This design comes from an exercise in tuning for small area, a short achievable clock period and few clock cycles on the open sky130 flow, not from production work.
The RTL was checked by simulation tests, not by an equivalence proof against the original design.
Power figures rest on the tool's default switching activity, not on a simulated workload.

Setup of rev 12:
==> flow/design.v (excerpt) <==
module lpt #(
    parameter integer CPU_CLOCK_HZ = 16000000
) (
    input  wire        clk,
    input  wire        rst,        
    input  wire        req,
    input  wire        we,
    input  wire [7:0]  addr,
    input  wire [1:0]  size,       
    input  wire [31:0] wdata,
    output wire        ready,
    output reg  [31:0] rdata,
    output wire [19:0] line
);
Settings: LEC_CHECK=0, CAP_MARGIN=20, CORE_MARGIN=2, CORE_UTILIZATION=50, PLACE_DENSITY=0.65, SETUP_SLACK_MARGIN=3.5, SLEW_MARGIN=20; clock period 10.0 ns.
run.sh (not shown) runs the stock make flow with config.mk's settings and CLKGATE_MAP_FILE= SYNTH_SCRIPT=/design/flow/synth_recipe.tcl, a recipe that flattens the netlist after the stock synthesis.
Testbench counts of rev 12, summed over its fixed seeds: cycles 3,568.
Modified inputs, rev 13 compared to rev 12
--- a/flow/design.v
+++ b/flow/design.v
@@ -84,17 +84,17 @@
         else if (nz1) lz = {3'd2, lzb1[2:0]};
         else if (nz0) lz = {3'd3, lzb0[2:0]};
         else          lz = 6'd32;
     end
     wire [31:0] sh16 = lz[4] ? {sh_in[15:0], 16'd0} : sh_in;
     wire [31:0] sh8  = lz[3] ? {sh16[23:0], 8'd0}   : sh16;
     wire [31:0] sh4  = lz[2] ? {sh8[27:0], 4'd0}    : sh8;
     wire [31:0] sh2  = lz[1] ? {sh4[29:0], 2'd0}    : sh4;
-    wire [31:0] sh_out = lz[0] ? {sh2[30:0], 1'b0} : sh2;
+    wire [31:0] sh_out = (lz[0] && wr0) ? {sh2[30:0], 1'b0} : sh2;
     wire        bg_small = (lz[5:2] >= 4'd6);
     wire [2:0]  bg_cyc   = 3'd6 - lz[4:2];
     function [9:0] d500;    
         input [8:0] r;
         input       b;
         reg   [9:0] v, t;
         reg         ge;
         begin
@@ -109,19 +109,18 @@
     wire [9:0]  bs0 = d500(br0,       bb[3]);
     wire [9:0]  bs1 = d500(bs0[8:0],  bb[2]);
     wire [9:0]  bs2 = d500(bs1[8:0],  bb[1]);
     wire [9:0]  bs3 = d500(bs2[8:0],  bb[0]);
     wire [3:0]  bq  = {bs0[9], bs1[9], bs2[9], bs3[9]};
     wire [31:0] fqr_nx = bgf ? {fqr[19:0], 8'd0, bq} : {fqr[27:0], bq};
     wire [23:0] fq = fqr[23:0];
     wire [8:0]  fr = r5;
-    wire podd = idle && lz1[0];
-    wire b1 = podd ? 1'b0 : acc[31];
-    wire b2 = podd ? acc[31] : acc[30];
+    wire b1 = acc[31];
+    wire b2 = acc[30];
     wire [11:0] fr5  = {3'd0, fr} - 12'd500;
     wire [11:0] fr10 = {3'd0, fr} - 12'd1000;
     function [10:0] zstep;    
         input [8:0]  zi;
         input        b;
         input [8:0]  r;
         input [11:0] r5m, r10m;
         reg   [11:0] v0, v1, v2;
@@ -289,17 +288,17 @@
                        (gj3 ? 12'd1350 : gj2 ? 12'd900 : gj1 ? 12'd450 : 12'd0);
     wire [33:0] dvx = {2'b00, dv};
     wire [33:0] p1  = acc + (sgn ? dvx : ~dvx) + {33'd0, !sgn};
     wire        q1  = !p1[33];
     wire [33:0] pp1 = {p1[32:0], 1'b0};
     wire [33:0] p2  = pp1 + (q1 ? ~dvx : dvx) + {33'd0, q1};
     wire        q2  = !p2[33];
     wire [6:0]  t0     = {1'b0, lz0} - {1'b0, lz1};
-    wire [6:0]  t0e    = {1'b0, lz0} - {1'b0, lz1};
+    wire [6:0]  t0e    = {1'b0, lz0} - {1'b0, lz1[5:1], 1'b0};
     wire        a0z    = lz0[5];
     wire        cmp_bad = lz1[5] || t0[6] || (t0 == 7'd0) ||
                           (w16 ? (t0 >= 7'd29) : (t0 >= 7'd21));
     function [7:0] ktab;      
         input [6:0] x;        
         input       w;
         begin
             if (x[6] || x == 7'd0)      ktab = {1'b1, 1'b0, 2'd3, 3'd1, 1'b0};
@@ -338,26 +337,25 @@
     wire [6:0]  xa  = t0 - (w16 ? 7'd17 : 7'd9);      
     wire [6:0]  xb  = t0 - (w16 ? 7'd18 : 7'd10);     
     wire [7:0]  kta = ktab(xa, w16);
     wire [7:0]  ktb = ktab(xb, w16);
     wire [5:0]  nsa = t0e[5:0] - {2'd0, kval(kta[3:1], w16)};    
     wire [5:0]  nsb = t0e[5:0] - {2'd0, kval(ktb[3:1], w16)};
     wire [4:0]  pra = nsa[5:1] - {4'd0, !nsa[0]};              
     wire [4:0]  prb = nsb[5:1] - {4'd0, !nsb[0]};
-    wire        qt0 = q1;                                      
+    wire        qt0 = lz1[0] ? q2 : q1;                        
     wire [7:0]  ktc = qt0 ? kta : ktb;
     wire [5:0]  nsc = qt0 ? nsa : nsb;
     wire [4:0]  p_rest = qt0 ? pra : prb;
     wire        p_end  = qt0 ? (pra == 5'd0 || !kta[7]) : (prb == 5'd0 || !ktb[7]);
     reg         klast;
     reg  [1:0]  kdelta;
     reg  [2:0]  kidx;
-    wire [5:0]  t_h    = 6'd33 - {1'b0, lz1[4:0]};
-    wire [4:0]  t_rest = lz1[5] ? 5'd0 : (t_h[5:1] - 5'd1);
+    wire [4:0]  t_rest = lz1[5] ? 5'd0 : (5'd15 - {1'b0, lz1[4:1]});
     wire [17:0] q0  = ex ? m[18:1] : m[17:0];
     wire        fit0 = (q0 != 18'd0) &&
                        (wide_r ? (q0[17] == 1'b0 && (!q0[16] || q0[15:0] == 16'd0))
                              : (q0[17:9] == 9'd0 && (!q0[8] || q0[7:0] == 8'd0)));
     reg  [16:0] q1s;
     always @* begin
         case (kdelta)
             2'd1: q1s = q0[17:1];
@@ -483,17 +481,17 @@
                                 klast  <= ktc[6];
                                 kdelta <= ktc[5:4];
                                 kidx   <= ktc[3:1];
                                 if (!ktc[7])
                                     fcode <= 2'd2;
                                 state <= p_end ? S_DONE : S_RUN;
                             end
                         end else if (fq_rdy && !pre2) begin
-                            acc <= lz1[0] ? {acc[32:0], 1'b0} : {acc[31:0], 2'b00};
+                            acc <= {acc[31:0], 2'b00};
                             stale <= 1'b1;
                             z   <= zs2[8:0];
                             cp  <= cnew;
                             m   <= {1'b0, ysum[30:0]};
                             ovf <= (ysum[33:31] != 3'd0);
                             cnt <= t_rest;
                             state <= (t_rest == 5'd0) ? S_DONE : S_RUN;
                         end
### Flow results
Measured against each other, rev 12 and rev 13 differ in area fraction in compound gates after synthesis, the higher figure coming from rev 12.
Sequential share of layout area delta (rev 13 -> rev 12): insignificant
Rev 13 has more setup slack than rev 12.
Comparing rev 12 and rev 13, the lower initial standard-cell utilization of the core is on rev 12.
In the metrics for rev 12 and rev 13, the one carrying the higher power of the sequential group is rev 13.
Rev 12 has higher fraction of layout instances using a drive strength above 1 than rev 13.
Compared with rev 12, rev 13 ends up with less cell area.
Testbench counts of rev 13, summed over its fixed seeds: cycles 3,613.

static timing again, ports no longer ideal:
How much do the figures lean on ideal ports? The routed layouts below were timed once more, with nothing changed but the port constraints. Step 1 assumes that a clkbuf_16 drives the clock port and a buf_2 every other input. Step 2 adds t to the input delays and takes it off the output delays; t is the mean of the earliest and latest rising clock arrival at the registers after step 1. Input paths then give back, and output paths get back, about the clock's delay inside the block. a / b / c = ideal / step 1 / step 2; a / b = the first two.
run	t, ns	slack for setup (ns)	hold slack, ns
rev 12	0.706	3.323 / 3.176 / 2.861	0.474 / 0.474 / 0.474
rev 13	0.698	3.404 / 3.337 / 2.878	0.482 / 0.482 / 0.482
After both steps setup and hold are still met in every run listed. The setup slack of rev 13, which loses most, moves by -0.067 ns with the drivers and by -0.526 ns with both steps.
